What follows belongs to an exercise in optimizing a design on an open flow for small area, a short achievable clock period and few clock cycles; a production flow would make more cautious choices.
Only simulation tests tie the RTL to the original design; equivalence was not proved.
No activity file was given, so power comes from the tool's default toggle rates.

## design/flow/constraint.sdc

```tcl
create_clock -name core_clock -period 7.0 [get_ports {clk}]
set_input_delay 1.4000 -clock core_clock [delete_from_list [all_inputs] [get_ports {clk}]]
set_output_delay 1.4000 -clock core_clock [all_outputs]
set_load 0.01 [all_outputs]
```

## design/flow/flow/run.sh

```bash
#!/bin/bash
# The standard layout, with the port buffers that buffer_ports inserts made
# plain buffers (buf_2) instead of the delay cell it picks by default.
set -euo pipefail
export BUFFER_PORTS_ARGS="-buffer_cell sky130_fd_sc_hd__buf_2"
bash standard.sh > standard.log 2>&1
```

## design/flow/standard.sh

```bash
#!/bin/bash
# synth_recipe.tcl (not shown) runs the flow's synth.tcl, then flattens the netlist and writes it again
# the make line also repeats each setting of config.mk as NAME=value (left out here)
make -C /OpenROAD-flow-scripts/flow DESIGN_CONFIG=/design/flow/config.mk WORK_HOME=/design/flow/orfs CLKGATE_MAP_FILE= SYNTH_SCRIPT=/design/flow/synth_recipe.tcl "${@:-finish}"
```

## design/flow/design.v

```verilog
module elliott900 (
    input  wire        clk,
    input  wire        rst,           
    input  wire [17:0] start_addr,    
    input  wire [31:0] limit,         
    output wire        mem_req,
    output wire        mem_we,
    output wire [13:0] mem_addr,
    output wire [17:0] mem_wdata,
    input  wire        mem_ack,
    input  wire [17:0] mem_rdata,
    output wire        io_req,
    output wire [2:0]  io_dev,
    output wire [7:0]  io_out,
    input  wire        io_ack,
    input  wire [7:0]  io_in,
    input  wire [1:0]  io_status,
    output wire        halted,
    output wire [4:0]  exit_code,
    output wire [2:0]  fatal_cause,
    output wire [13:0] stop_addr,
    output wire [17:0] acc_a,
    output wire [17:0] acc_q
);
    localparam [4:0] S_INIT  = 5'd0,    
                     S_INITB = 5'd1,    
                     S_FE    = 5'd2,    
                     S_RD    = 5'd3,    
                     S_WR    = 5'd4,    
                     S_NU5   = 5'd5,    
                     S_SH0   = 5'd6,    
                     S_SH    = 5'd7,    
                     S_MUL   = 5'd8,
                     S_DIV0  = 5'd9,
                     S_DIV   = 5'd10,
                     S_DP1   = 5'd11,   
                     S_DP2   = 5'd12,   
                     S_IOD   = 5'd13,   
                     S_NU14  = 5'd14,   
                     S_RF    = 5'd15,   
                     S_HW    = 5'd16,   
                     S_HX    = 5'd17,   
                     S_FS    = 5'd18,   
                     S_FB    = 5'd19,   
                     S_L6    = 5'd20,   
                     S_L7    = 5'd21,   
                     S_FX    = 5'd22,   
                     S_HALT  = 5'd23,
                     S_DPC   = 5'd24,   
                     S_HF    = 5'd25,
                     S_IOF   = 5'd26;   
    localparam [1:0] R_HALT = 2'd0, R_FETCH = 2'd1, R_LEVEL = 2'd2;
    localparam [2:0] C_SCR_OVERFLOW  = 3'd1,
                     C_ADDRESS_RANGE = 3'd2,
                     C_SHIFT_RANGE   = 3'd3,
                     C_UNSUPPORTED   = 3'd4,
                     C_DIVIDE_ZERO   = 3'd5,
                     C_DEVICE_ERROR  = 3'd6;
    function [17:0] io_word;
        input [3:0] i;    
        case (i)
            4'd4:    io_word = 18'o777775;
            4'd5:    io_word = 18'o017764;
            4'd6:    io_word = 18'o117775;
            4'd7:    io_word = 18'o364000;
            4'd8:    io_word = 18'o237772;
            4'd9:    io_word = 18'o217767;
            4'd10:   io_word = 18'o364000;
            4'd11:   io_word = 18'o537764;
            4'd12:   io_word = 18'o240001;
            4'd13:   io_word = 18'o100001;
            4'd14:   io_word = 18'o237766;
            default: io_word = 18'o217761;
        endcase
    endfunction
    function [31:0] kadd;
        input [31:0] x, y;
        input        c0;
        reg   [31:0] g, p, cg, cp;
        integer      i, k;
        begin
            g = x & y;
            p = x ^ y;
            cg = g;
            cp = p;
            cg[0] = g[0] | (p[0] & c0);
            for (k = 1; k < 32; k = k * 2)
                for (i = 31; i >= k; i = i - 1) begin
                    cg[i] = cg[i] | (cp[i] & cg[i-k]);
                    cp[i] = cp[i] & cp[i-k];
                end
            kadd = p ^ {cg[30:0], c0};
        end
    endfunction
    function [18:0] kadd19;
        input [18:0] x, y;
        input        c0;
        reg   [18:0] g, p, cg, cp, c;
        integer      i, k;
        begin
            g = x & y;
            p = x ^ y;
            cg = g;
            cp = p;
            for (k = 1; k < 19; k = k * 2)
                for (i = 18; i >= k; i = i - 1) begin
                    cg[i] = cg[i] | (cp[i] & cg[i-k]);
                    cp[i] = cp[i] & cp[i-k];
                end
            c = {cg[17:0] | (cp[17:0] & {18{c0}}), c0};
            kadd19 = p ^ c;
        end
    endfunction
    function prot;
        input [13:0] ad;
        input        l4;
        prot = !l4 && ad[13:4] == 10'h1FF && (ad[3] | ad[2]);
    endfunction
    reg [4:0]  st;
    reg        mreq, mwe;
    reg [13:0] maddr;        
    reg [1:0]  mhi;          
    reg [17:0] wdata;        
    reg        ireq;
    reg [2:0]  idev;
    reg [7:0]  iout;
    reg [17:0] A, Q;
    reg [17:0] pc;           
    reg [17:0] B;            
    reg        bdirty;       
    reg [13:0] ls;           
    reg [3:0]  fn;
    reg [5:0]  cnt;
    reg [31:0] rem;          
    reg        level4, first, ffl, iop, alu_p;
    reg        iopi;         
    reg        nneg, qhi0, cfix, shl;
    reg [1:0]  ret;
    reg        hp_lim, hp_ds, hp_ov, fhit, oh_s, oh_b;
    reg [4:0]  h_code;
    reg [2:0]  h_cause;
    wire [17:0] R = {iout, idev, h_code, h_cause[2:1]};
    assign mem_req     = mreq;
    assign mem_we      = mwe;
    assign mem_addr    = maddr;
    assign mem_wdata   = wdata;
    assign io_req      = ireq;
    assign io_dev      = idev;
    assign io_out      = iout;
    assign halted      = st == S_HALT;
    assign exit_code   = h_code;
    assign fatal_cause = h_cause;
    assign stop_addr   = ls;
    assign acc_a       = A;
    assign acc_q       = Q;
    wire        hp      = hp_lim | hp_ds | hp_ov;
    reg         in_fe;       
    wire [31:0] pc_k    = kadd({18'd0, pc[13:0]}, 32'd0, in_fe);
    wire [14:0] pc_i    = pc_k[14:0];
    wire [17:0] pc_p    = {pc[17:15], pc[14] | pc_i[14], pc_i[13:0]};
    wire        d_b     = mem_rdata[17];
    wire [3:0]  d_f     = mem_rdata[16:13];
    wire [13:0] d_a     = {pc[13], mem_rdata[12:0]};
    wire [31:0] d_mb    = kadd({18'd0, d_a}, {16'd0, B[15:0]}, 1'b0);
    wire [15:0] d_m     = d_b ? d_mb[15:0] : {2'b00, d_a};
    wire        d_rd    = d_f == 4'd0 || d_f == 4'd1 || d_f == 4'd2 || d_f == 4'd4 ||
                          d_f == 4'd6 || d_f == 4'd10 || d_f == 4'd12 || d_f == 4'd13;
    wire        d_stf   = d_f == 4'd3 || d_f == 4'd5 || d_f == 4'd11;
    wire        d_jmp   = d_f == 4'd7 || d_f == 4'd8 || d_f == 4'd9;
    wire        d_hb    = !d_b && !pc[13] && mem_rdata[12:0] == {10'd0, level4, level4, 1'b1} &&
                          (d_f == 4'd1 || d_f == 4'd2 || d_f == 4'd4 || d_f == 4'd6 || d_f == 4'd10);
    wire        d_prot  = prot(d_a, level4);
    wire        fe_pc   = d_hb || (d_jmp && !d_take) || (d_stf && !d_b && d_prot) ||
                          (d_f == 4'd15 && !d_b && k_outd);
    wire        d_take  = d_f == 4'd8 || (d_f == 4'd7 && A == 18'd0) || (d_f == 4'd9 && A[17]);
    wire        m_hit   = maddr[13:3] == 11'd0 && maddr[2:1] == {level4, level4};
    wire        m_bad   = mhi != 2'b00;
    wire [17:0] v       = oh_s ? pc : oh_b ? B : mem_rdata;    
    wire        at_iod  = st == S_IOD;
    wire [12:0] key     = at_iod ? maddr[12:0] : mem_rdata[12:0];
    wire        k_rd    = key == 13'd2048;
    wire        k_ti    = key == 13'd2052;
    wire        k_pl    = key == 13'd4864;
    wire        k_pu    = key == 13'd6144;
    wire        k_to    = key == 13'd6148;
    wire        k_lt    = key == 13'd7168;
    wire [2:0]  k_dev   = k_ti ? 3'd1 : k_pl ? 3'd2 : k_pu ? 3'd3 : k_to ? 3'd4 : 3'd0;
    wire [7:0]  k_out   = k_pl ? {2'd0, A[5:0]} : k_pu ? A[7:0] : {1'b0, A[6:0]};
    wire        k_outd  = k_pl | k_pu | k_to;
    wire        k_ind   = k_rd | k_ti;
    reg         in_mul, in_div, in_sh, in_dp1, in_dp2;    
    wire        dneg    = wdata[17];
    reg         pre_r, last;               
    wire        pre     = in_div && pre_r;
    wire        msb     = (pre ? R[17] : Q[17]) ^ nneg;
    wire        xsh     = in_div | (in_sh & shl);             
    reg         alu_and, alu_nga, alu_xz, incb;      
    wire        nga     = alu_nga;
    wire        x_zero  = in_dp2 | alu_xz;
    wire        y_q     = in_dp2;
    reg         invy_r, cin_r, yz_r;       
    wire        y_zero  = yz_r;
    wire        invy    = invy_r;
    wire        cin     = in_dp2 ? invy_r ^ cfix : cin_r;
    wire [18:0] xa   = x_zero ? 19'd0 : xsh ? {A, msb} : {A[17], A};
    wire [18:0] xv   = xa ^ {19{nga}};
    wire [18:0] ya   = y_zero ? 19'd0 : y_q ? {qhi0, Q} : {wdata[17], wdata};
    wire [18:0] yv   = ya ^ {19{invy}};
    wire [18:0] sum  = kadd19(xv, yv, cin);
    wire        ge   = !sum[18];
    wire [12:0] pl      = maddr[12:0];
    wire        sh_left = pl[12:11] == 2'b00;
    wire        sh_rght = pl[12:11] == 2'b11;
    wire [5:0]  pl_neg  = 6'd0 - pl[5:0];
    wire [5:0]  sh_k    = sh_left ? ((pl > 13'd36) ? 6'd36 : pl[5:0])
                                  : ((pl < 13'd8156) ? 6'd36 : pl_neg);
    function sh_end;      
        input [5:0] c;
        sh_end = c == 6'd1 || c == 6'd18;
    endfunction
    reg         sh_big, sh_last, sh_next, cnt2;
    reg [4:0]  st_n;
    reg        req_n, we_n;
    reg        ma_dm, ma_pc, ma_c;        
    reg [13:0] ma_k;
    reg        w_dec, w_pc, w_v, w_b, w_init;
    reg        pc_ld_p, pc_ld_m, pc_ld_w;
    reg        b_ld_v, b_ld_w, b_ld_s;
    reg        a_sum, a_sumh, a_xa, a_and, a_io, a_q, a_sgn, a_zero;
    reg        q_v, q_sts, q_a, q_mul, q_div, q_dp2, q_zero;
    reg        dec, alu_n, io_go, io_clr, io_go_out, io_go_in, set_bd, clr_bd, set_ffl, set_l4;
    reg        c_k, c_18, c_36, c_d1, c_d18, mul_go, div_go, sh_go, dp1_go, dpc_go, cfix_clr;
    reg        h_set;
    reg [4:0]  h_code_n;
    reg [2:0]  h_cause_n;
    reg [1:0]  ret_n;
    reg        ret_ld, w_inc;
    reg        bst;                   
    reg        bst_f;
    wire       bst_bad  = bst && d_mb[15:14] != 2'b00;
    wire       bst_prot = bst && prot(d_mb[13:0], level4);
    wire [4:0] st_f     = bst_bad ? S_HX : bst_prot ? S_FX : st_n;
    wire       req_f    = req_n && !bst_bad && !bst_prot;
    wire       we_f     = we_n && !bst_bad && !bst_prot;
    task do_fetch;
        begin req_n = 1'b1; we_n = 1'b0; ma_pc = 1'b1; st_n = S_FE; end
    endtask
    task do_flush;        
        input [1:0] r;
        begin
            req_n = 1'b1; we_n = 1'b1; ma_c = 1'b1; ma_k = {11'd0, level4, level4, 1'b0};
            w_pc = 1'b1; ret_ld = 1'b1; ret_n = r; st_n = S_FS;
        end
    endtask
    task do_fatal;
        input [2:0] c;
        begin h_set = 1'b1; h_code_n = 5'd1; h_cause_n = c; end
    endtask
    task do_iohalt;
        begin
            io_clr = 1'b1; h_set = 1'b1;
            case (io_status)
                2'd1:    h_code_n = (idev == 3'd0) ? 5'd2 : 5'd4;
                2'd2:    h_code_n = 5'd16;
                default: begin h_code_n = 5'd1; h_cause_n = C_DEVICE_ERROR; end
            endcase
        end
    endtask
    task do_after_flush;
        begin
            we_n = 1'b0;
            case (ret)
                R_HALT:  begin req_n = 1'b0; st_n = S_HALT; end
                R_FETCH: begin set_ffl = 1'b1; ma_pc = 1'b1; st_n = S_FE; end
                default: begin ma_c = 1'b1; ma_k = 14'd6; st_n = S_L6; end
            endcase
        end
    endtask
    task do_io;           
        begin
            if (k_outd) begin
                io_go = 1'b1; io_go_out = 1'b1;
                do_fetch;
            end else if (k_ind) begin
                io_go = 1'b1; io_go_in = 1'b1;
                req_n = 1'b0;
                st_n  = S_IOF;
            end else if (k_lt) begin
                if (level4) do_fetch;
                else        do_flush(R_LEVEL);
            end else begin
                do_fatal(C_UNSUPPORTED);
                do_flush(R_HALT);
            end
        end
    endtask
    always @(*) begin
        st_n = st; req_n = mreq; we_n = mwe;
        ma_dm = 1'b0; ma_pc = 1'b0; ma_c = 1'b0; ma_k = 14'd0;
        w_dec = 1'b0; w_pc = 1'b0; w_v = 1'b0; w_b = 1'b0; w_init = 1'b0;
        w_inc = 1'b0;
        pc_ld_p = 1'b0; pc_ld_m = 1'b0; pc_ld_w = 1'b0;
        b_ld_v = 1'b0; b_ld_w = 1'b0; b_ld_s = 1'b0;
        a_sum = 1'b0; a_sumh = 1'b0; a_xa = 1'b0; a_and = 1'b0; a_io = 1'b0;
        a_q = 1'b0; a_sgn = 1'b0; a_zero = 1'b0;
        q_v = 1'b0; q_sts = 1'b0; q_a = 1'b0; q_mul = 1'b0; q_div = 1'b0; q_dp2 = 1'b0; q_zero = 1'b0;
        dec = 1'b0; alu_n = 1'b0; io_go = 1'b0; io_clr = 1'b0; io_go_out = 1'b0; io_go_in = 1'b0;
        set_bd = 1'b0; clr_bd = 1'b0; set_ffl = 1'b0; set_l4 = 1'b0;
        c_k = 1'b0; c_18 = 1'b0; c_36 = 1'b0; c_d1 = 1'b0; c_d18 = 1'b0;
        mul_go = 1'b0; div_go = 1'b0; sh_go = 1'b0; dp1_go = 1'b0; dpc_go = 1'b0; cfix_clr = 1'b0;
        h_set = 1'b0; h_code_n = h_code; h_cause_n = h_cause;
        ret_ld = 1'b0; ret_n = ret;
        bst = 1'b0;
        if (alu_p) begin
            if (alu_and)   a_and = 1'b1;
            else if (incb) begin b_ld_s = 1'b1; set_bd = 1'b1; end
            else           a_sum = 1'b1;
        end
        case (st)
            S_INIT: if (mem_ack) begin
                c_d1 = 1'b1;
                if (cnt[3:0] == 4'd4) begin
                    we_n = 1'b0; ma_c = 1'b1; ma_k = 14'd1; st_n = S_INITB;
                end else begin
                    ma_c = 1'b1; ma_k = {10'h1FF, cnt[3:0] - 4'd1}; w_init = 1'b1;
                end
            end
            S_INITB: if (mem_ack) begin
                b_ld_v = 1'b1;
                do_fetch;
            end
            S_FE: begin
                if (mem_ack) begin
                    w_dec = 1'b1;
                    if (fe_pc) ma_pc = 1'b1; else ma_dm = 1'b1;
                    if ((iop || iopi) && io_ack && io_status != 2'd0) begin
                        do_iohalt;
                        req_n = 1'b0; st_n = S_HX;
                    end else if ((iop || iopi) && !io_ack) begin
                        req_n = 1'b0; st_n = S_RF;
                    end else if (iopi) begin
                        io_clr = 1'b1; a_io = 1'b1;
                        req_n = 1'b0; st_n = S_FX;
                    end else if (hp) begin
                        io_clr = 1'b1; h_set = 1'b1;
                        if (hp_lim)     h_code_n = 5'd8;
                        else if (hp_ds) h_code_n = 5'd0;
                        else begin      h_code_n = 5'd1; h_cause_n = C_SCR_OVERFLOW; end
                        req_n = 1'b0; st_n = S_HX;
                    end else if (fhit && !ffl) begin
                        io_clr = 1'b1;
                        req_n = 1'b0; st_n = S_HF;
                    end else begin
                        dec = 1'b1; io_clr = 1'b1; pc_ld_p = 1'b1;
                        if (d_f == 4'd11) q_sts = 1'b1;
                        if (d_hb) begin
                            alu_n = 1'b1;                     
                        end else if (d_rd) begin
                            st_n = S_RD;
                        end else if (d_stf) begin
                            if (d_b) bst = 1'b1;
                            if (d_b || !d_prot) begin
                                we_n = 1'b1; st_n = S_WR;
                            end
                        end else if (d_jmp) begin
                            if (d_take) begin
                                pc_ld_p = 1'b0; pc_ld_m = 1'b1;
                            end
                        end else if (d_f == 4'd14) begin
                            req_n = 1'b0; st_n = S_SH0;
                        end else if (!d_b && k_outd) begin
                            io_go = 1'b1; io_go_out = 1'b1;
                        end else if (!d_b && k_ind) begin
                            io_go = 1'b1; io_go_in = 1'b1;
                            req_n = 1'b0; st_n = S_IOF;
                        end else begin                        
                            req_n = 1'b0; st_n = S_IOD;
                        end
                    end
                end else if ((iop || iopi) && io_ack) begin
                    if (io_status != 2'd0) begin
                        do_iohalt;
                        st_n = S_HW;
                    end else begin
                        io_clr = 1'b1;
                        if (iopi) a_io = 1'b1;
                    end
                end
            end
            S_RF: if (io_ack) begin
                if (io_status != 2'd0) begin
                    do_iohalt;
                    do_flush(R_HALT);
                end else begin
                    io_clr = 1'b1;
                    if (iopi) a_io = 1'b1;
                    do_fetch;
                end
            end
            S_IOF: do_fetch;      
            S_HW: if (mem_ack) do_flush(R_HALT);
            S_HX: do_flush(R_HALT);
            S_HF: do_flush(R_FETCH);
            S_FX: do_fetch;
            S_RD: if (mem_ack) begin
                if (m_bad) begin
                    do_fatal(C_ADDRESS_RANGE);
                    do_flush(R_HALT);
                end else begin
                    case (fn)
                        4'd0: begin
                            q_v = 1'b1; b_ld_v = 1'b1; set_bd = 1'b1;
                            do_fetch;
                        end
                        4'd10: begin
                            if (prot(maddr, level4)) begin
                                do_fetch;
                            end else begin
                                we_n = 1'b1; w_v = 1'b1; w_inc = 1'b1; st_n = S_WR;
                            end
                        end
                        4'd12: begin
                            w_v = 1'b1; q_a = 1'b1; a_zero = 1'b1; c_18 = 1'b1; mul_go = 1'b1;
                            req_n = 1'b0; st_n = S_MUL;
                        end
                        4'd13: begin
                            w_v = 1'b1; req_n = 1'b0; st_n = S_DIV0;
                        end
                        default: begin       
                            w_v = 1'b1; alu_n = 1'b1;
                            do_fetch;
                        end
                    endcase
                end
            end
            S_WR: if (mem_ack) begin
                if (oh_s) begin
                    pc_ld_w = 1'b1; req_n = 1'b0; st_n = S_FX;
                end else begin
                    if (oh_b) b_ld_w = 1'b1;
                    do_fetch;
                end
            end
            S_IOD: do_io;
            S_SH0: begin
                if (!sh_left && !sh_rght) begin
                    do_fatal(C_SHIFT_RANGE);
                    do_flush(R_HALT);
                end else begin
                    sh_go = 1'b1; c_k = 1'b1;
                    if (sh_k == 6'd0) do_fetch;
                    else begin
                        if (pl == 13'd1 || pl == 13'd18 || pl == 13'd8191 || pl == 13'd8174) begin
                            req_n = 1'b1; we_n = 1'b0; ma_pc = 1'b1;
                        end
                        st_n = S_SH;
                    end
                end
            end
            S_SH: begin
                if (sh_big) begin
                    c_d18 = 1'b1;
                    if (shl) begin a_q = 1'b1; q_zero = 1'b1; end
                    else     begin a_sgn = 1'b1; q_a = 1'b1; end
                end else begin
                    c_d1 = 1'b1;
                    if (shl) begin a_xa = 1'b1; q_div = 1'b1; end
                    else     begin a_sumh = 1'b1; q_mul = 1'b1; end
                end
                if (sh_next) begin req_n = 1'b1; we_n = 1'b0; ma_pc = 1'b1; end
                if (sh_last) st_n = S_FE;
            end
            S_MUL: begin
                c_d1 = 1'b1;
                if (last) begin a_sum = 1'b1; st_n = S_FE; end
                else      begin a_sumh = 1'b1; q_mul = 1'b1; end
                if (cnt2) begin req_n = 1'b1; we_n = 1'b0; ma_pc = 1'b1; end
            end
            S_DIV0: begin
                if (wdata == 18'd0) begin
                    do_fatal(C_DIVIDE_ZERO);
                    do_flush(R_HALT);
                end else begin
                    div_go = 1'b1; a_zero = 1'b1;
                    if (A == {18{A[17]}}) c_18 = 1'b1; else c_36 = 1'b1;
                    st_n = S_DIV;
                end
            end
            S_DIV: begin
                c_d1 = 1'b1; cfix_clr = 1'b1; a_sum = 1'b1;
                if (!pre) q_div = 1'b1;
                if (last) begin
                    if (nneg) st_n = S_DP1;
                    else begin req_n = 1'b1; we_n = 1'b0; ma_pc = 1'b1; st_n = S_DP2; end
                end
            end
            S_DP1: begin
                dp1_go = 1'b1; a_sum = 1'b1; st_n = S_DPC;
            end
            S_DPC: begin
                dpc_go = 1'b1;
                req_n = 1'b1; we_n = 1'b0; ma_pc = 1'b1; st_n = S_DP2;
            end
            S_DP2: begin
                a_sumh = 1'b1; q_dp2 = 1'b1; st_n = S_FE;
            end
            S_FS: if (mem_ack) begin
                if (bdirty) begin
                    clr_bd = 1'b1; ma_c = 1'b1; ma_k = {11'd0, level4, level4, 1'b1};
                    w_b = 1'b1; st_n = S_FB;
                end else begin
                    do_after_flush;
                end
            end
            S_FB: if (mem_ack) do_after_flush;
            S_L6: if (mem_ack) begin
                w_v = 1'b1; ma_c = 1'b1; ma_k = 14'd7; st_n = S_L7;
            end
            S_L7: if (mem_ack) begin
                b_ld_v = 1'b1; pc_ld_w = 1'b1; set_l4 = 1'b1;
                req_n = 1'b0; st_n = S_FX;
            end
            default: ;    
        endcase
    end
    wire [31:0] v_k   = kadd({14'd0, v}, 32'd0, w_inc);
    wire [17:0] v_inc = v_k[17:0];
    wire [13:0] ma_nx = ({14{ma_dm}} & d_m[13:0]) | ({14{ma_pc}} & pc_p[13:0]) |
                        ({14{ma_c}} & ma_k);
    wire [17:0] d_sval = (d_f == 4'd5) ? A : (d_f == 4'd3) ? {1'b0, Q[17:1]} :
                         (d_f == 4'd11) ? {5'd0, pc_p[12:0]} : B;
    wire [17:0] w_nx  = ({18{w_dec}} & d_sval) |
                        ({18{w_pc}} & {5'd0, pc_p[12:0]}) |
                        ({18{w_pc}} & {pc_p[17:13], 13'd0}) |
                        ({18{w_v}} & v_inc) | ({18{w_b}} & B) |
                        ({18{w_init}} & io_word(cnt[3:0] - 4'd1));
    wire [17:0] pc_nx = ({18{pc_ld_p}} & pc_p) | ({18{pc_ld_m}} & {2'd0, d_m}) |
                        ({18{pc_ld_w}} & wdata);
    wire [17:0] b_nx  = ({18{b_ld_v}} & v) | ({18{b_ld_w}} & wdata) | ({18{b_ld_s}} & sum[17:0]);
    wire [17:0] a_nx  = ({18{a_sum}} & sum[17:0]) |
                        ({18{a_sumh}} & {sum[18:2], sum[1] | in_dp2}) |
                        ({18{a_xa}} & xa[17:0]) | ({18{a_and}} & (A & wdata)) |
                        ({18{a_io}} & ({A[10:0], 7'd0} | {10'd0, io_in})) |
                        ({18{a_q}} & Q) | ({18{a_sgn}} & {18{A[17]}});
    wire [17:0] q_nx  = ({18{q_v}} & v) | ({18{q_sts}} & {3'd0, pc_p[14:13], 13'd0}) |
                        ({18{q_a}} & A) | ({18{q_mul}} & {sum[0], Q[17:1]}) |
                        ({18{q_div}} & {Q[16:0], ge & in_div}) |
                        ({18{q_dp2}} & {sum[18:2], 1'b0});
    wire [5:0]  c_nx  = ({6{c_k}} & sh_k) | ({6{c_18}} & 6'd18) | ({6{c_36}} & 6'd36) |
                        ({6{c_d1}} & (cnt - 6'd1)) | ({6{c_d18}} & (cnt - 6'd18));
    wire [7:0]  rem_gz;
    wire [8:0]  rem_bi;
    wire [31:0] rem_d;
    assign rem_bi[0] = 1'b1;
    genvar gj, gk;
    generate
        for (gj = 0; gj < 8; gj = gj + 1) begin : g_rem
            assign rem_gz[gj]   = rem[4*gj+3:4*gj] == 4'd0;
            assign rem_bi[gj+1] = rem_bi[gj] & rem_gz[gj];
            for (gk = 0; gk < 4; gk = gk + 1) begin : g_bit
                if (gk == 0) begin : g_b0
                    assign rem_d[4*gj] = rem[4*gj] ^ rem_bi[gj];
                end else begin : g_bn
                    assign rem_d[4*gj+gk] = rem[4*gj+gk] ^ (rem_bi[gj] & (rem[4*gj+gk-1:4*gj] == {gk{1'b0}}));
                end
            end
        end
    endgenerate
    wire [3:0]  alu_fn = (st == S_FE) ? d_f : fn;
    wire a_ld = a_sum | a_sumh | a_xa | a_and | a_io | a_q | a_sgn | a_zero;
    wire q_ld = q_v | q_sts | q_a | q_mul | q_div | q_dp2 | q_zero;
    always @(posedge clk) begin
        hp_lim <= (|limit) && rem == 32'd0;
        hp_ds  <= !first && pc == {4'd0, ls};
        hp_ov  <= pc[17:14] != 4'd0;
        fhit   <= pc[13:3] == 11'd0 && pc[2:1] == {level4, level4};
        oh_s   <= (st == S_RD || st == S_WR) && m_hit && !maddr[0];
        oh_b   <= (st == S_RD || st == S_WR) && m_hit && maddr[0];
        if (rst) begin
            st      <= S_INIT;
            in_fe   <= 1'b0;
            in_mul  <= 1'b0;
            in_div  <= 1'b0;
            in_sh   <= 1'b0;
            in_dp1  <= 1'b0;
            in_dp2  <= 1'b0;
            mreq    <= 1'b1;
            mwe     <= 1'b1;
            maddr   <= 14'd8191;
            wdata   <= io_word(4'd15);
            cnt     <= 6'd15;
            ireq    <= 1'b0;
            iop     <= 1'b0;
            iopi    <= 1'b0;
            alu_p   <= 1'b0;
            alu_and <= 1'b0;
            alu_nga <= 1'b0;
            alu_xz  <= 1'b0;
            incb    <= 1'b0;
            level4  <= 1'b0;
            first   <= 1'b1;
            bdirty  <= 1'b0;
            ffl     <= 1'b0;
            A       <= 18'd0;
            Q       <= 18'd0;
            pc      <= start_addr;
            rem     <= limit;
            h_code  <= 5'd0;
            h_cause <= 3'd0;
        end else begin
            st     <= st_f;
            in_fe  <= st_n == S_FE || st_n == S_HF;
            in_mul <= st_n == S_MUL;
            in_div <= st_n == S_DIV;
            in_sh  <= st_n == S_SH;
            in_dp1 <= st_n == S_DP1;
            in_dp2 <= st_n == S_DP2;
            mreq  <= req_f;
            mwe   <= we_f;
            if (st_n == S_MUL) begin
                invy_r <= in_mul && cnt2 && Q[1];
                cin_r  <= in_mul && cnt2 && Q[1];
                yz_r   <= in_mul ? !Q[1] : !A[0];
            end else if (st_n == S_DIV || st_n == S_DP1) begin
                invy_r <= in_div ? !sum[17] ^ dneg : !dneg;
                cin_r  <= in_div ? !sum[17] ^ dneg : !dneg;
                yz_r   <= st_n == S_DP1 && sum[17];
            end else if (st_n == S_DP2) begin
                invy_r <= nneg ^ dneg;
                cin_r  <= 1'b0;
                yz_r   <= 1'b0;
            end else begin
                invy_r <= 1'b0;
                cin_r  <= alu_n && (alu_fn == 4'd2 || alu_fn == 4'd10);
                yz_r   <= st_n == S_SH;
            end
            alu_p   <= alu_n;
            alu_and <= alu_n && alu_fn == 4'd6;
            alu_nga <= alu_n && alu_fn == 4'd2;
            alu_xz  <= alu_n && (alu_fn == 4'd4 || alu_fn == 4'd10);
            incb    <= alu_n && alu_fn == 4'd10;
            if (ma_dm | ma_pc | ma_c)             maddr <= ma_nx;
            if (w_dec | w_pc | w_v | w_b | w_init) wdata <= w_nx;
            if (pc_ld_p | pc_ld_m | pc_ld_w)      pc    <= pc_nx;
            if (b_ld_v | b_ld_w | b_ld_s)         B     <= b_nx;
            if (a_ld)                             A     <= a_nx;
            if (q_ld)                             Q     <= q_nx;
            if (c_k | c_18 | c_36 | c_d1 | c_d18) begin
                cnt   <= c_nx;
                pre_r   <= c_nx > 6'd18;
                last    <= c_nx == 6'd1;
                cnt2    <= c_nx == 6'd2;
                sh_big  <= c_nx >= 6'd18;
                sh_last <= sh_end(c_nx);
                sh_next <= sh_end(c_nx >= 6'd18 ? c_nx - 6'd18 : c_nx - 6'd1);
            end
            if (dec) begin
                ls    <= pc[13:0];
                first <= 1'b0;
                ffl   <= 1'b0;
                rem   <= rem_d;
                fn    <= d_f;
                mhi   <= d_m[15:14];
            end
            if (set_ffl) ffl <= 1'b1;
            if (set_bd)  bdirty <= 1'b1;
            if (clr_bd)  bdirty <= 1'b0;
            if (set_l4)  level4 <= 1'b1;
            if (io_clr)  begin ireq <= 1'b0; iop <= 1'b0; iopi <= 1'b0; end
            if (io_go)   begin
                ireq <= 1'b1; iop <= io_go_out; iopi <= io_go_in; idev <= k_dev; iout <= k_out;
            end
            if (h_set)   begin h_code <= h_code_n; h_cause <= h_cause_n; end
            bst_f <= bst_bad;     
            if (bst_f)   begin h_code <= 5'd1; h_cause <= C_ADDRESS_RANGE; end
            if (ret_ld)  ret <= ret_n;
            if (sh_go)   begin shl <= sh_left; nneg <= 1'b0; end
            if (div_go)  begin
                nneg <= A[17]; qhi0 <= 1'b0;
                {iout, idev, h_code, h_cause[2:1]} <= A;
            end
            if (in_div && pre) begin
                {iout, idev, h_code, h_cause[2:1]} <= {R[16:0], 1'b0};
                if (cnt == 6'd19) qhi0 <= ge;
            end
            if (cfix_clr) cfix <= 1'b0;
            if (dp1_go)   cfix <= sum[18];
            if (dpc_go)   cfix <= cfix & (&A);
        end
    end
endmodule
```

## design/flow/config.mk

```make
export PLATFORM = sky130hd
export DESIGN_NAME = elliott900
export DESIGN_NICKNAME = elliott900
export VERILOG_FILES = /design/flow/design.v
export SDC_FILE = /design/flow/constraint.sdc
export NUM_CORES = 4
export LEC_CHECK = 0
export CAP_MARGIN = 20
export CORE_MARGIN = 2
export CORE_UTILIZATION = 45
export PLACE_DENSITY = 0.65
export SETUP_SLACK_MARGIN = 2.75
export SLEW_MARGIN = 20
```

==> impl_metrics.csv, run 1 <==
group,metric,value,unit
synth,ys_types,96,
timing,rsz0062_at_grt,"no",
timing,layout_setup_ws,2781,ps
global_route,grt_pass1_vias,20567,
critical_path,worst_ep_arrival_time,4730,ps
layout,post-route-util,51.97,%
clock_tree,cts_root_buffer,"clkbuf_16",
pwr,cellLeakagePower,8.342,nW
clock_tree,ctsHtreeMaxLevel,1,
worst_hold_path,min_path_type,"reg -> reg",
synth,syn_avg_cell_area,7.740,um^2
worst_hold_path,min_from,"first$_SDFFE_PP1P_",
layout,area_growth,13.95,%
critical_path,worst_setup_path_end_kind,"flop",
critical_path,startpoint,"st[1]$_SDFF_PP0_",
pwr,peakVddDrop,0.2051,mV
clock_tree,clk_latency,590,ps
global_route,grt_use_total,40.16,%
routing,drt-wirelength-per-cell,28.77,um
placement,place_congestion,0.9950,
synth,synth-seq-cells,227,
floorplanning,start_util,45.61,%
synth,synth_top_area_cell,"edfxtp_1",
synth,synth_edf_count,115,
floorplanning,die-area,45340,um^2
timing,post-route-period-util,60.27,%
global_route,grt_overflow,0,
critical_path,required,7510,ps
synth,synth_area,19650,um^2
global_route,antenna_found_initial,4,
synth,yosysTopAreaCellShare,17.58,%
clock_tree,ctsHoldBuffers,0,
routing,first_pass_iters,8,
pwr,p_per_area,270.1,nW/um^2
floorplanning,core-area,43080,um^2
clock_tree,cts.sinks,227,
synth,seq_area_frac_synth,28.99,%
timing,finClkSkew,26.53,ps
critical_path,worst-setup-path-type,"reg -> reg",
synth,yosysWarnings,1,
layout,num-fill-cells,4255,
timing,setup_violations,0,
timing,timing.final.hold_violations,0,
routing,wirelength,93600,um
layout,finalNetCount,2799,
timing,drv_slew,0,
synth,synthCells,2538,
synth,syn_nets,2695,
pwr,clkPwrFrac,24.7,%
synth,synthArstFlopShare,0,%
global_route,grt_pass1_wl,136000,um
job,cap_violations,0,
timing,fin_tns_setup,0,ps
layout,seqCellArea,5698,um^2
critical_path,cp-start-kind,"flop",
layout,layout-drive-gt1-share,14.98,%
pwr,power.switching,0.002697,W
floorplanning,die_width,212.9,um
pwr,comb_power_share,43.3,%
timing,slew_headroom,31.43,%
timing,period_minus_slack,4219,ps
floorplanning,placementRows,76,
clock_tree,clockBufferDepth,3,
floorplanning,die_h,212.9,um
placement,placed_cell_area,21120,um^2
routing,drt_iter0_markers,3061,
placement,port-buffer-count,186,
critical_path,reg2reg_from,"st[1]$_SDFF_PP0_",
outcome,status,"complete, no violations",
floorplanning,ioPinCount,187,
global_route,grt_max_degree,74,
pwr,seq_power_share,32.0,%
pwr,sw_frac_of_total,44.61,%
timing,worst_slew_pin_slew,1025,ps
routing,ant_nets,0,
timing,fmax,237.0,MHz
synth,synthFlopType,"edfxtp_1",
pwr,internal-power,0.003348,W
routing,drc,0,
routing,dr_total_vias,22131,
clock_tree,numCtsBuffers,28,
placement,post-place-ws,1586,ps
critical_path,crit_fanout,42,
layout,multiInputGateArea,13270,um^2
placement,dpl.hpwl,69270,um
layout,design_area,22390,um^2
routing,via_per_inst,6.803,
clock_tree,cts.reportedPaths.clkPinSlew,70,ps
clock_tree,cts_tree,"built",
synth,synth_area_leaders,"edfxtp_1 (18%), dfxtp_1 (11%), a21oi_1 (5.5%)",
[stage by stage]
| stage | hold slack [ps] | std cells | total power [W] |
|---|---|---|---|
| after floorplan | 422.6 | 2538 | 0.003448 |
| after global placement | 434.9 | 3185 | 0.004391 |
| after detailed placement | 434.4 | 3185 | 0.004406 |
| after CTS | 443.7 | 3239 | 0.005900 |
| after global routing | 464.3 | 3251 | 0.006281 |
| final | 440.5 | 3253 | 0.006045 |
[registers in the layout, indices dropped and copies added, names as in the netlist, 6 cells and up]
signal and cells:
A 18, B 18, Q 18, cnt 6, iout 8, ls 14
maddr 14, pc 18, rem 32, wdata 18
[final timing paths]
check / end / depth (start not counted) / slack (ps)
worst max-delay path: wdata[14]$_SDFFE_PP0P_ / 13 / 2780
worst min-delay path: first$_SDFFE_PP1P_ / 2 / 440
worst max register to register: wdata[14]$_SDFFE_PP0P_ / 13 / 2780
worst min register to register: first$_SDFFE_PP1P_ / 2 / 440
[kinds of logic after synthesis]
kind of cell             synth area share (%)
multiplexers                            3.465
flip-flops                              28.99
AND/OR/NAND/NOR                         24.47
XOR/XNOR                                6.152
AO/OA/AOI/OAI                           26.97
adder cells (fa/ha/maj)                 4.904
buffers and inverters                   5.044
[final cells by class]
type,instances,area share [%]
Antenna cell,4,0.04472
Clock buffer,40,3.516
Clock inverter,12,0.5366
Inverter,68,1.140
Multi-Input combinational cell,2056,59.28
Sequential cell,227,25.45
Tap cell,585,3.270
Timing Repair Buffer,261,6.758
[cell usage after synthesis, types with 12 or more instances]
master	number
a22oi_1	45
o21ai_0	165
inv_1	67
o21a_1	28
xor2_1	73
nor2_1	272
nor4_1	40
o22ai_1	18
and3_1	19
a21o_1	13
a221oi_1	59
nor2b_1	23
a211oi_1	29
or3_1	21
xnor2_1	65
o221ai_1	21
edfxtp_1	115
a221o_1	22
a31oi_1	32
nor3b_1	15
a32oi_1	23
nand2_1	266
nand3_1	81
and2_1	22
nor3_1	73
nand4_1	31
nand2b_1	30
clkbuf_1	157
a21oi_1	216
buf_1	21
ha_1	73
or4_1	12
o211ai_1	22
mux2i_1	59
dfxtp_1	112
[what timing repair did]
item / in CTS / in global routing
buffers inserted: 2 / 8
gates cloned: 0 / 2
gates resized for setup: 27 / 34
endpoints found under the setup margin: 133 / 68
pin swaps: 1 / 11
[worst max-delay path, stage by stage, from the launching register on]
cell	delay (ps)
dfxtp_1	420
buf_6	350
and2_0	600
nand2_1	360
nor2_1	310
and2_1	340
ha_1	310
ha_1	240
nand2_1	170
or3_1	410
nor4_1	250
xnor2_1	170
nand2_1	70
a21oi_1	170
[power by group through the flow]
stage                     Sequential [W]  Clock [W]  Combinational, W
final                            0.00193    0.00149           0.00262
after global routing             0.00194    0.00154           0.00280
after CTS                        0.00191    0.00149           0.00249
after detailed placement         0.00194          0           0.00247
after global placement           0.00193          0           0.00246
after floorplan                  0.00176          0           0.00169
[layout by cell type, fill, tap and decap left out, types with 28 or more instances in the layout]
cell / count
nand2b_1: 30
clkbuf_16: 29
a31oi_1: 30
nand2_1: 263
edfxtp_1: 115
nand4_1: 31
o21ai_0: 160
nor2_1: 271
mux2i_1: 59
o21a_1: 28
buf_2: 183
nor4_1: 35
a22oi_1: 45
nor3_1: 67
a221oi_1: 58
dfxtp_1: 110
ha_1: 72
nand3_1: 81
a21oi_1: 210
buf_4: 75
xnor2_1: 64
xor2_1: 73
inv_1: 66
[layer usage]
| metal | share of wire [%] | GRT usage, % |
|---|---|---|
| met3 | 9.4 | 6.795 |
| met2 | 45 | 64.52 |
| met1 | 39 | 50.89 |
| met4 | 7.0 | 23.20 |
| met5 | 0.014 | 0 |
Testbench counts, summed over its fixed seeds: cycles 105,734.
==> run 2: changes to the inputs <==
--- a/design/flow/design.v
+++ b/design/flow/design.v
@@ -458,22 +458,14 @@
                 end
             end
             S_SH: begin
-                if (sh_big) begin
-                    c_d18 = 1'b1;
-                    if (shl) begin a_q = 1'b1; q_zero = 1'b1; end
-                    else     begin a_sgn = 1'b1; q_a = 1'b1; end
-                end else begin
-                    c_d1 = 1'b1;
-                    if (shl) begin a_xa = 1'b1; q_div = 1'b1; end
-                    else     begin a_sumh = 1'b1; q_mul = 1'b1; end
-                end
+                if (sh_big) c_d18 = 1'b1;
+                else        c_d1 = 1'b1;
                 if (sh_next) begin req_n = 1'b1; we_n = 1'b0; ma_pc = 1'b1; end
                 if (sh_last) st_n = S_FE;
             end
             S_MUL: begin
                 c_d1 = 1'b1;
-                if (last) begin a_sum = 1'b1; st_n = S_FE; end
-                else      begin a_sumh = 1'b1; q_mul = 1'b1; end
+                if (last) st_n = S_FE;
                 if (cnt2) begin req_n = 1'b1; we_n = 1'b0; ma_pc = 1'b1; end
             end
             S_DIV0: begin
@@ -487,23 +479,20 @@
                 end
             end
             S_DIV: begin
-                c_d1 = 1'b1; cfix_clr = 1'b1; a_sum = 1'b1;
-                if (!pre) q_div = 1'b1;
+                c_d1 = 1'b1; cfix_clr = 1'b1;
                 if (last) begin
                     if (nneg) st_n = S_DP1;
                     else begin req_n = 1'b1; we_n = 1'b0; ma_pc = 1'b1; st_n = S_DP2; end
                 end
             end
             S_DP1: begin
-                dp1_go = 1'b1; a_sum = 1'b1; st_n = S_DPC;
+                dp1_go = 1'b1; st_n = S_DPC;
             end
             S_DPC: begin
                 dpc_go = 1'b1;
                 req_n = 1'b1; we_n = 1'b0; ma_pc = 1'b1; st_n = S_DP2;
             end
-            S_DP2: begin
-                a_sumh = 1'b1; q_dp2 = 1'b1; st_n = S_FE;
-            end
+            S_DP2: st_n = S_FE;
             S_FS: if (mem_ack) begin
                 if (bdirty) begin
                     clr_bd = 1'b1; ma_c = 1'b1; ma_k = {11'd0, level4, level4, 1'b1};
@@ -522,6 +511,25 @@
             end
             default: ;    
         endcase
+        if (in_sh) begin
+            if (sh_big) begin
+                if (shl) begin a_q = 1'b1; q_zero = 1'b1; end
+                else     begin a_sgn = 1'b1; q_a = 1'b1; end
+            end else begin
+                if (shl) begin a_xa = 1'b1; q_div = 1'b1; end
+                else     begin a_sumh = 1'b1; q_mul = 1'b1; end
+            end
+        end
+        if (in_mul) begin
+            if (last) a_sum = 1'b1;
+            else      begin a_sumh = 1'b1; q_mul = 1'b1; end
+        end
+        if (in_div) begin
+            a_sum = 1'b1;
+            if (!pre_r) q_div = 1'b1;
+        end
+        if (in_dp1) a_sum = 1'b1;
+        if (in_dp2) begin a_sumh = 1'b1; q_dp2 = 1'b1; end
     end
     wire [31:0] v_k   = kadd({14'd0, v}, 32'd0, w_inc);
     wire [17:0] v_inc = v_k[17:0];
@@ -668,7 +676,10 @@
             if (set_l4)  level4 <= 1'b1;
             if (io_clr)  begin ireq <= 1'b0; iop <= 1'b0; iopi <= 1'b0; end
             if (io_go)   begin
-                ireq <= 1'b1; iop <= io_go_out; iopi <= io_go_in; idev <= k_dev; iout <= k_out;
+                ireq <= 1'b1; iop <= io_go_out; iopi <= io_go_in;
+            end
+            if ((st == S_FE && mem_ack && (!ireq || io_ack)) || at_iod) begin
+                idev <= k_dev; iout <= k_out;
             end
             if (h_set)   begin h_code <= h_code_n; h_cause <= h_cause_n; end
             bst_f <= bst_bad;     
--- a/design/flow/config.mk
+++ b/design/flow/config.mk
@@ -9,5 +9,5 @@
 export CORE_MARGIN = 2
 export CORE_UTILIZATION = 45
 export PLACE_DENSITY = 0.65
-export SETUP_SLACK_MARGIN = 2.75
+export SETUP_SLACK_MARGIN = 3.0
 export SLEW_MARGIN = 20
==> run 2 against run 1 <==
Die area increased by 1.1%. Sequential power decreased by about 20%. Highest routed layer unchanged. Final area increased by 3.4%. Power decreased by 37%. Register-to-register slack improved by 180 ps. Clock skew decreased by 8.8 ps. Synthesized cell count decreased by 0.71%. Still clean. Clock power increased by 11%. Worst setup slack improved by 150 ps. Sequential cell count increased by 1.
==> impl_metrics.csv, run 2 <==
group,metric,value,unit
layout,design_area,23140,um^2
clock_tree,clockBufferDepth,3,
timing,setup_violations,0,
floorplanning,die_h,214.1,um
timing,fin_tns_setup,0,ps
worst_hold_path,min_from,"ffl$_SDFFE_PP0P_",
timing,drv_slew,0,
synth,synth_area_leaders,"edfxtp_1 (17%), dfxtp_1 (11%), nor2_1 (5.3%)",
floorplanning,die-area,45850,um^2
clock_tree,cts.reportedPaths.clkPinSlew,70,ps
pwr,p_per_area,164.9,nW/um^2
placement,dp.cells,3144,
timing,timing.final.hold_violations,0,
critical_path,crit_fanout,7,
synth,synthCells,2520,
critical_path,worst-setup-path-type,"in -> reg",
floorplanning,core-area,43360,um^2
critical_path,rrSetupSlack,2960,ps
critical_path,worst_ep_arrival_time,4430,ps
routing,drc,0,
floorplanning,die_width,214.1,um
clock_tree,clk_latency,600,ps
synth,synth_area,19870,um^2
global_route,grt_use_total,37.65,%
pwr,comb_power_share,16.4,%
timing,post-route-period-util,58.14,%
critical_path,reg2regPathDepth,16,
synth,ys_types,104,
routing,dr_total_vias,22152,
global_route,grt_max_degree,66,
timing,slew_headroom,29.82,%
pwr,power.switching,0.001160,W
routing,ant_nets,0,
critical_path,reg2reg_from,"pre_r$_DFFE_PP_",
floorplanning,start_util,45.82,%
layout,final_cell_mix,"nor2_1 (278), nand2_1 (245), buf_2 (178)",
routing,drt-wirelength-per-cell,28.14,um
floorplanning,ioPinCount,187,
placement,dpl.hpwl,67280,um
routing,via_per_inst,6.837,
synth,seq_area_frac_synth,28.77,%
routing,first_pass_iters,9,
floorplanning,placementRows,76,
synth,synthFlopType,"edfxtp_1",
synth,synth.most_common_cell,"nor2_1",
timing,rsz0062_at_grt,"yes",
critical_path,timing.rr.end,"cin_r$_DFFE_PN_",
pwr,seq_power_share,40.5,%
routing,wirelength,91160,um
clock_tree,ctsHtreeMaxLevel,1,
clock_tree,cts.sinks,228,
layout,final_cells,3240,
clock_tree,cts_root_buffer,"clkbuf_16",
synth,synth-seq-cells,228,
layout,largest_reg_flops,32,
clock_tree,ctsHoldBuffers,0,
pwr,peakVddDrop,0.2034,mV
clock_tree,numCtsBuffers,29,
synth,synthArstFlopShare,0,%
synth,syn_avg_cell_area,7.885,um^2
timing,finClkSkew,17.72,ps
routing,drt_iter0_markers,2848,
pwr,internal-power,0.002656,W
global_route,antenna_found_initial,2,
layout,finalNetCount,2790,
layout,area_growth,16.48,%
layout,top_register,"rem",
synth,synth_edf_count,115,
layout,num_antenna_cells,0,
layout,layout-drive-gt1-share,17.89,%
timing,worst_slew_pin_slew,1050,ps
critical_path,required,7360,ps
synth,synth_top_area_cell,"edfxtp_1",
critical_path,worst_setup_path_end_kind,"flop",
synth,yosysWarnings,1,
worst_hold_path,holdPathEnd,"ffl$_SDFFE_PP0P_",
worst_hold_path,holdPathStages,2,
pwr,clkPwrFrac,43.1,%
clock_tree,cts_tree,"built",
critical_path,cp-start-kind,"input pin",
pwr,cellLeakagePower,8.692,nW
placement,placed_cell_area,21120,um^2
synth,synth_common_cells,"nor2_1 (281), nand2_1 (248), a21oi_1 (177), o21ai_0 (156), clkbuf_1 (133)",
synth,syn_nets,2678,
layout,layout_commonest_cell,"nor2_1",
pwr,sw_frac_of_total,30.40,%
synth,yosysTopAreaCellShare,17.38,%
global_route,grt_pass1_vias,20909,
global_route,grt_pass1_wl,133200,um
placement,place_congestion,1.001,
global_route,grt_overflow,0,
worst_hold_path,min_path_type,"reg -> reg",
job,cap_violations,0,
timing,period_minus_slack,4070,ps
outcome,status,"complete, no violations",
placement,port-buffer-count,186,
timing,fmax,245.7,MHz
run 2: cell count changes in the layout (fill, tap and decap cells not counted), moves of 9 or more:
cell       before  now
nand2_1       263  245
nor4_1         35   51
a21oi_1       210  163
nand3_1        81   58
dfxtp_1       110  100
a22oi_1        45   30
o2111ai_1       9   26
mux2i_1        59   77
dfxtp_2         2   11
o22ai_1        17    5
o21ai_0       160  149
run 2: area by class of cell:
cell class	count	area (um^2)
Clock buffer	39	825.8
Clock inverter	15	202.7
Fill cell	4197	20220
Inverter	75	285.3
Multi-Input combinational cell	2030	13740
Sequential cell	228	5737
Tap cell	585	732.0
Timing Repair Buffer	267	1618
Timing Repair inverter	1	5.005
run 2: logic make-up after synthesis:
kind of cell	after synthesis	share of synthesized area, %
adder cells (fa/ha/maj)	76	4.861
buffers and inverters	264	5.334
XOR/XNOR	139	6.127
AO/OA/AOI/OAI	774	27.07
flip-flops	228	28.77
AND/OR/NAND/NOR	950	23.30
multiplexers	89	4.547
run 2: critical path, stage by stage:
cell	delay [ps]
buf_12	110
or4_4	570
nor4_4	340
nand4b_1	290
a221oi_2	430
o221ai_2	160
a32oi_2	290
a21oi_2	100
o2bb2ai_4	260
mux2_4	330
a21o_1	160
run 2: metal layers:
metal / up-vias / GRT usage (%) / wire length [um]
li1: 9725 / - / -
met1: 10610 / 47.59 / 34940
met2: 1476 / 61.37 / 41250
met3: 339 / 6.397 / 9031
met4: 2 / 20.37 / 5924
met5: - / 0 / 9
run 2: power by group through the flow:
stage                     registers, W  clock network, W  logic [W]
after global routing           0.00155           0.00170   0.000670
final                          0.00155           0.00165   0.000624
after CTS                      0.00154           0.00165   0.000587
after detailed placement       0.00157                 0   0.000571
after floorplan                0.00152                 0   0.000385
after global placement         0.00157                 0   0.000561
run 2: through the flow:
step                utilization (%)  total power [W]  worst slack [ps]  hold WS, ps
detailed placement            48.71         0.002139              1707        443.4
CTS                           51.95         0.003773              2943        452.4
finish                        53.37         0.003816              2930        463.6
floorplan                         -         0.001908              2996        422.6
global placement              48.70         0.002128              1729        442.4
global route                  53.37         0.003918              2871        486.0
run 2: worst max path at each step:
stage          slack, ps             from            endpoint  cells past startpoint
2_1_floorplan       3000     mem_rdata[4]    invy_r$_DFFE_PN_                     10
3_3_place_gp        1730     io_status[0]   Q[7]$_SDFFE_PP0P_                     10
3_5_place_dp        1710     io_status[1]   Q[8]$_SDFFE_PP0P_                     10
4_1_cts             2940  pre_r$_DFFE_PP_      yz_r$_DFFE_PN_                     17
5_1_grt             2870    shl$_DFFE_PP_  A[17]$_SDFFE_PP0P_                     16
6_report            2930     mem_rdata[5]    invy_r$_DFFE_PN_                     11
run 2: timing repair:
action / in CTS / in global routing
gates resized for setup: 53 / 98
buffers inserted: 17 / 22
cloned: 3 / 0
setup endpoints to repair: 153 / 87
pin swaps: 16 / 26
Testbench counts of run 2, summed over its fixed seeds: cycles 105,734.
==> run 3: changes to the inputs <==
--- a/design/flow/config.mk
+++ b/design/flow/config.mk
@@ -9,5 +9,5 @@
 export CORE_MARGIN = 2
 export CORE_UTILIZATION = 45
 export PLACE_DENSITY = 0.65
-export SETUP_SLACK_MARGIN = 3.0
+export SETUP_SLACK_MARGIN = 3.25
 export SLEW_MARGIN = 20
==> run 3 against run 2 <==
Still clean. Hold slack barely moved. Synthesized cell count unchanged. Utilization increased by 1.1 points. Area after synthesis unchanged. Largest power group is now sequential cells.
==> impl_metrics.csv, run 3 <==
group,metric,value,unit
outcome,status,"complete, no violations",
synth,synthCells,2520,
pwr,sw_frac_of_total,31.52,%
synth,synth_top_area_cell,"edfxtp_1",
routing,drc,0,
layout,area_growth,18.96,%
synth,ys_types,104,
clock_tree,cts.reportedPaths.clkPinSlew,60,ps
synth,yosysTopAreaCellShare,17.38,%
timing,post-route-period-util,55.74,%
timing,fin_tns_setup,0,ps
timing,setup_violations,0,
placement,place_congestion,1.036,
floorplanning,ioPinCount,187,
placement,port-buffer-count,186,
timing,timing.final.hold_violations,0,
timing,rsz0062_at_grt,"yes",
global_route,grt_use_total,38.29,%
clock_tree,numCtsBuffers,29,
layout,layout-drive-gt1-share,20.37,%
layout,top_register,"rem",
routing,via_per_inst,6.868,
global_route,antenna_found_initial,3,
layout,largest_reg_flops,32,
critical_path,rrSetupSlack,3110,ps
synth,synthArstFlopShare,0,%
floorplanning,die_h,214.1,um
pwr,seq_power_share,42.0,%
routing,dr_total_vias,22432,
routing,drt_iter0_markers,2909,
job,cap_violations,0,
synth,yosysWarnings,1,
routing,wirelength,92970,um
timing,fmax,256.3,MHz
clock_tree,ctsHtreeMaxLevel,1,
timing,finClkSkew,10.16,ps
critical_path,crit_fanout,5,
floorplanning,die-area,45850,um^2
placement,post-place-ws,2094,ps
global_route,top_usage_layer,"met2",
synth,synth_common_cells,"nor2_1 (281), nand2_1 (248), a21oi_1 (177), o21ai_0 (156), clkbuf_1 (133)",
timing,layout_setup_ws,3098,ps
floorplanning,start_util,45.82,%
pwr,peakVddDrop,0.1848,mV
layout,num-fill-cells,4226,
synth,syn_avg_cell_area,7.885,um^2
timing,whs,463.3,ps
routing,drt-wirelength-per-cell,28.46,um
floorplanning,core-area,43360,um^2
synth,synth_edf_count,115,
clock_tree,clockBufferDepth,3,
global_route,grt.met3_usage,7.078,%
critical_path,cp-start-kind,"input pin",
placement,dpl.hpwl,67560,um
clock_tree,ctsHoldBuffers,0,
pwr,clkPwrFrac,40.7,%
layout,layout_commonest_cell,"nor2_1",
timing,slew_headroom,22.77,%
global_route,grt_overflow,0,
layout,final_cell_mix,"nor2_1 (275), nand2_1 (242), buf_2 (176)",
clock_tree,clk_latency,580,ps
floorplanning,placementRows,76,
layout,finalNetCount,2816,
pwr,power.switching,0.001166,W
synth,synth_area_leaders,"edfxtp_1 (17%), dfxtp_1 (11%), nor2_1 (5.3%)",
timing,drv_slew,0,
pwr,cellLeakagePower,8.854,nW
routing,first_pass_iters,6,
floorplanning,die_width,214.1,um
timing,period_minus_slack,3902,ps
clock_tree,cts_tree,"built",
global_route,grt_max_degree,73,
critical_path,required,7330,ps
pwr,p_per_area,156.5,nW/um^2
synth,synth_area,19870,um^2
global_route,grt_pass1_vias,21053,
critical_path,worst_ep_arrival_time,4230,ps
worst_hold_path,min_path_type,"reg -> reg",
timing,worst_slew_pin_slew,1158,ps
routing,ant_nets,0,
global_route,grt_pass1_wl,135800,um
critical_path,worst-setup-path-type,"in -> reg",
clock_tree,cts.sinks,228,
synth,synth-seq-cells,228,
global_route,grt_use_met1,50.08,%
pwr,internal-power,0.002534,W
synth,syn_nets,2678,
global_route,use_met2,60.22,%
synth,synthFlopType,"edfxtp_1",
critical_path,worst_setup_path_end_kind,"flop",
clock_tree,cts_root_buffer,"clkbuf_16",
synth,synth.most_common_cell,"nor2_1",
synth,seq_area_frac_synth,28.77,%
pwr,comb_power_share,17.3,%
## run 3: cell counts after synthesis
No cell type changed its count.
## run 3: kinds of logic after synthesis
logic type / share of synthesized area, %
buffers and inverters: 5.334
adder cells (fa/ha/maj): 4.861
multiplexers: 4.547
AND/OR/NAND/NOR: 23.30
XOR/XNOR: 6.127
flip-flops: 28.77
AO/OA/AOI/OAI: 27.07
## run 3: path summary, 6_finish.rpt
check                                   startpoint                  to  cells after the start
worst max-delay path                  mem_rdata[5]    invy_r$_DFFE_PN_                     12
worst min-delay path            first$_SDFFE_PP1P_  first$_SDFFE_PP1P_                      2
worst min register to register  first$_SDFFE_PP1P_  first$_SDFFE_PP1P_                      2
worst max register to register   A[1]$_SDFFE_PP0P_  A[17]$_SDFFE_PP0P_                     14
## run 3: per-stage QoR
stage               util [%]  instances  area, um^2  total power (W)
CTS                    52.88       3231       22930         0.003641
floorplan                  -       2520       20040         0.001912
detailed placement     48.93       3138       21220         0.002144
global route           54.51       3266       23640         0.003790
global placement       48.92       3138       21210         0.002135
finish                 54.51       3266       23640         0.003700
## run 3: layout make-up
cell class	instances	area [um^2]	area share [%]
Clock inverter	16	140.1	0.5929
Clock buffer	37	765.7	3.240
Tap cell	585	732.0	3.097
Inverter	75	289.0	1.223
Timing Repair Buffer	293	1886	7.977
Sequential cell	228	5747	24.31
Multi-Input combinational cell	2031	14070	59.55
Antenna cell	1	2.502	0.01059
## run 3: power groups by stage
stage	registers, W	logic (W)	clock network [W]
6_report	0.00155	0.000640	0.00151
5_1_grt	0.00155	0.000680	0.00156
4_1_cts	0.00154	0.000600	0.00150
3_5_place_dp	0.00157	0.000572	0
3_3_place_gp	0.00157	0.000564	0
2_1_floorplan	0.00152	0.000390	0
## run 3: critical path, stage by stage
cell and delay [ps]:
buf_6 110, or4_4 590, nor4_4 210, nand4b_1 210, buf_4 200, a21oi_4 210, o211ai_1 170, a32oi_2 290
a21oi_2 100, o2bb2ai_4 250, mux2_4 320, a21o_1 150
## run 3: routing by layer
metal	up-vias	part of all wire (%)
met1	10854	39
li1	9760	-
met3	339	10
met2	1475	44
met4	4	6.2
met5	-	0.030
## run 3: repair_timing
item / in CTS / in global routing
gates cloned: 3 / 1
setup buffers: 37 / 33
endpoints found under the setup margin: 145 / 138
gates resized for setup: 110 / 94
pin swaps: 46 / 42
==> run 4: changes to the inputs <==
--- a/design/flow/config.mk
+++ b/design/flow/config.mk
@@ -9,5 +9,5 @@
 export CORE_MARGIN = 2
 export CORE_UTILIZATION = 45
 export PLACE_DENSITY = 0.65
-export SETUP_SLACK_MARGIN = 3.25
+export SETUP_SLACK_MARGIN = 3.5
 export SLEW_MARGIN = 20
==> run 4 against run 3 <==
Largest cell class unchanged. Synthesized cell count unchanged. Clock skew increased by 13 ps. Fmax decreased by 2.7%. Register-to-register slack got worse by 120 ps. Critical path type is now reg -> reg. Sequential cell count unchanged. Sequential power about the same. Global-route usage increased by 1.1 points. Worst setup slack got worse by 110 ps. Hold slack got worse by 7.9 ps. Cell count increased by 2.8%. Critical endpoint is now cin_r$_DFFE_PN_. Still clean.
==> impl_metrics.csv, run 4 <==
group,metric,value,unit
outcome,status,"complete, no violations",
synth,synth_top_area_cell,"edfxtp_1",
timing,slew_headroom,11.25,%
global_route,grt_pass1_wl,140100,um
layout,layout_commonest_cell,"nor2_1",
timing,post-route-period-util,57.26,%
layout,area_growth,29.52,%
layout,largest_reg_flops,32,
routing,drc,0,
clock_tree,cts.reportedPaths.clkPinSlew,70,ps
critical_path,required,7330,ps
synth,synthCells,2520,
critical_path,critPathTopFamily,"compound AO/OA/AOI/OAI gates",
layout,final_cells,3356,
synth,syn_avg_cell_area,7.885,um^2
timing,timing.final.hold_violations,0,
floorplanning,start_util,45.82,%
synth,syn_nets,2678,
pwr,peakVddDrop,0.1783,mV
synth,yosysTopAreaCellShare,17.38,%
synth,synth_common_cells,"nor2_1 (281), nand2_1 (248), a21oi_1 (177), o21ai_0 (156), clkbuf_1 (133)",
floorplanning,die-area,45850,um^2
clock_tree,cts_tree,"built",
critical_path,worst-setup-path-type,"reg -> reg",
global_route,grt_pass1_vias,21624,
critical_path,worst_ep_arrival_time,4340,ps
routing,via_per_inst,6.946,
pwr,p_per_area,151.3,nW/um^2
synth,ys_types,104,
floorplanning,core-area,43360,um^2
placement,place_congestion,1.062,
timing,fin_tns_setup,0,ps
clock_tree,numCtsBuffers,28,
global_route,antenna_found_initial,2,
timing,rsz0062_at_grt,"yes",
critical_path,cp_slowest_cell,"edfxtp_1",
clock_tree,clk_latency,600,ps
layout,seqCellArea,5781,um^2
timing,worst_slew_pin_slew,1317,ps
global_route,grt_overflow,0,
placement,port-buffer-count,186,
routing,drt-wirelength-per-cell,28.84,um
layout,num-fill-cells,3919,
layout,multiInputGateArea,15050,um^2
routing,first_pass_iters,6,
critical_path,crit_fanout,3,
placement,dp.cells,3141,
synth,seq_area_frac_synth,28.77,%
worst_hold_path,min_path_type,"reg -> reg",
timing,drv_slew,0,
critical_path,max_stage_delay,500,ps
clock_tree,cts_root_buffer,"clkbuf_16",
routing,drt_iter0_markers,3624,
clock_tree,cts.sinks,228,
critical_path,worst_setup_path_end_kind,"flop",
synth,synth.most_common_cell,"nor2_1",
critical_path,cp-start-kind,"flop",
timing,period_minus_slack,4008,ps
pwr,total_power,0.003894,W
clock_tree,ctsHoldBuffers,0,
layout,layout-drive-gt1-share,28.09,%
synth,synth_area_leaders,"edfxtp_1 (17%), dfxtp_1 (11%), nor2_1 (5.3%)",
timing,layout_setup_ws,2992,ps
routing,wirelength,96800,um
layout,final_cell_mix,"nor2_1 (269), nand2_1 (227), buf_2 (175)",
placement,dpl.hpwl,67920,um
floorplanning,placementRows,76,
synth,synthArstFlopShare,0,%
layout,finalNetCount,2902,
global_route,grt_max_degree,81,
floorplanning,die_width,214.1,um
timing,whs,455.4,ps
routing,dr_total_vias,23312,
timing,setup_violations,0,
synth,synthFlopType,"edfxtp_1",
pwr,cellLeakagePower,9.749,nW
synth,synth-seq-cells,228,
critical_path,cp_num_buf_inv,0,
placement,post-place-ws,2191,ps
floorplanning,ioPinCount,187,
timing,finClkSkew,23.64,ps
synth,synth_edf_count,115,
routing,ant_nets,0,
floorplanning,die_h,214.1,um
clock_tree,clockBufferDepth,3,
clock_tree,ctsHtreeMaxLevel,1,
timing,fmax,249.5,MHz
global_route,grt_use_total,39.41,%
job,cap_violations,0,
critical_path,cp_cell_sequence,"and2_4, mux2i_1, xor2_1, o21ai_1, nand2_1, xnor2_2, ha_1, and3b_2, o21ai_4, a31oi_4, a41oi_4, o21ba_4, a211o_1, o22ai_2, and4b_1, a311o_1",
critical_path,rrSetupSlack,2990,ps
layout,top_register,"rem",
synth,yosysWarnings,1,
synth,synth_area,19870,um^2
==> run 4: cell counts after synthesis <==
Identical to the previous run, type by type.
==> run 4: cell families after synthesis <==
family	Yosys count	share of synthesized area, %
and+or+nand+nor	950	23.30
AOI/OAI and AO/OA	774	27.07
buffers and inverters	264	5.334
DFF	228	28.77
xor gates and xnor gates	139	6.127
muxes	89	4.547
adders and majority gates	76	4.861
==> run 4: final timing paths <==
path                    startpoint          endpoint  cells after the start
setup / recovery   pre_r$_DFFE_PP_   cin_r$_DFFE_PN_                     16
hold reg to reg   ffl$_SDFFE_PP0P_  ffl$_SDFFE_PP0P_                      2
setup reg to reg   pre_r$_DFFE_PP_   cin_r$_DFFE_PN_                     16
hold / removal    ffl$_SDFFE_PP0P_  ffl$_SDFFE_PP0P_                      2
==> run 4: worst reg2reg max path, stage by stage, from the launching register on <==
cell and delay (ps):
edfxtp_1 500, and2_4 220, mux2i_1 210, xor2_1 110, o21ai_1 140, nand2_1 120, xnor2_2 170, ha_1 310
and3b_2 210, o21ai_4 80, a31oi_4 230, a41oi_4 170, o21ba_4 300, a211o_1 320, o22ai_2 160, and4b_1 220
a311o_1 290
==> run 4: power breakdown <==
group          internal [W]  switching [W]
registers           0.00145       0.000108
clock network      0.000940       0.000663
logic              0.000283       0.000450
==> run 4: per-layer routing <==
layer  up-vias  GRT usage, %  wire length (um)
met3       403         8.227             10570
met1     11248         51.05             37170
met4         0         20.44              6245
met5         -             0                 0
met2      1712         62.00             42820
li1       9949             -                 -
==> run 4: per-stage QoR <==
| step | util (%) | area, um^2 |
|---|---|---|
| after floorplan | - | 20370 |
| after global placement | 49.47 | 21450 |
| after detailed placement | 49.51 | 21470 |
| after CTS | 55.76 | 24180 |
| final | 59.35 | 25730 |
| after global routing | 59.33 | 25730 |
==> run 4: what timing repair did <==
item	4_1_cts	5_1_grt
gates resized for setup	221	208
endpoints found under the setup margin	220	139
cloned	3	8
pin swaps	71	96
buffers inserted	83	64
==> run 4: final cells by class <==
class | count | share of cell area, %
antenna | 5 | 0.04862
clock buffer | 38 | 3.194
clock inverter | 14 | 0.7098
inverter | 75 | 1.104
multi-input combinational | 2032 | 58.47
sequential | 228 | 22.46
tap | 585 | 2.844
timing repair buffer | 379 | 11.17

[static timing again, ports no longer ideal]
The flow's constraints put no driver on any port. The routed layouts listed below were extracted and timed again, unchanged, in two steps. Step 1 sets driving cells, clkbuf_16 on the clock port and buf_2 on the other inputs (assumed; they add their load-dependent delay and slew). Step 2 adds t to the input delays and takes it off the output delays; t is the mean of the earliest and latest rising clock arrival at the registers after step 1. Input paths then give back, and output paths get back, about the clock's delay inside the block. Slacks: ideal / step 1 / step 2; pairs: ideal / step 1.
run | t, ns | setup WS [ns] | hold WS [ns] | worst data-port slew with drivers (ns) | pins driven straight from the clock port
run 1 | 0.639 | 2.781 / 2.781 / 2.188 | 0.441 / 0.441 / 0.441 | 0.11 | 1
run 2 | 0.660 | 2.930 / 2.946 / 2.286 | 0.464 / 0.464 / 0.464 | 0.06 | 1
run 3 | 0.635 | 3.098 / 3.108 / 2.488 | 0.463 / 0.463 / 0.463 | 0.10 | 1
run 4 | 0.646 | 2.992 / 2.992 / 2.535 | 0.455 / 0.455 / 0.455 | 0.10 | 1
After both steps every run listed still meets setup and hold. For run 2, which loses most, drivers alone change the setup slack by +0.016 ns; drivers and shift together by -0.644 ns.
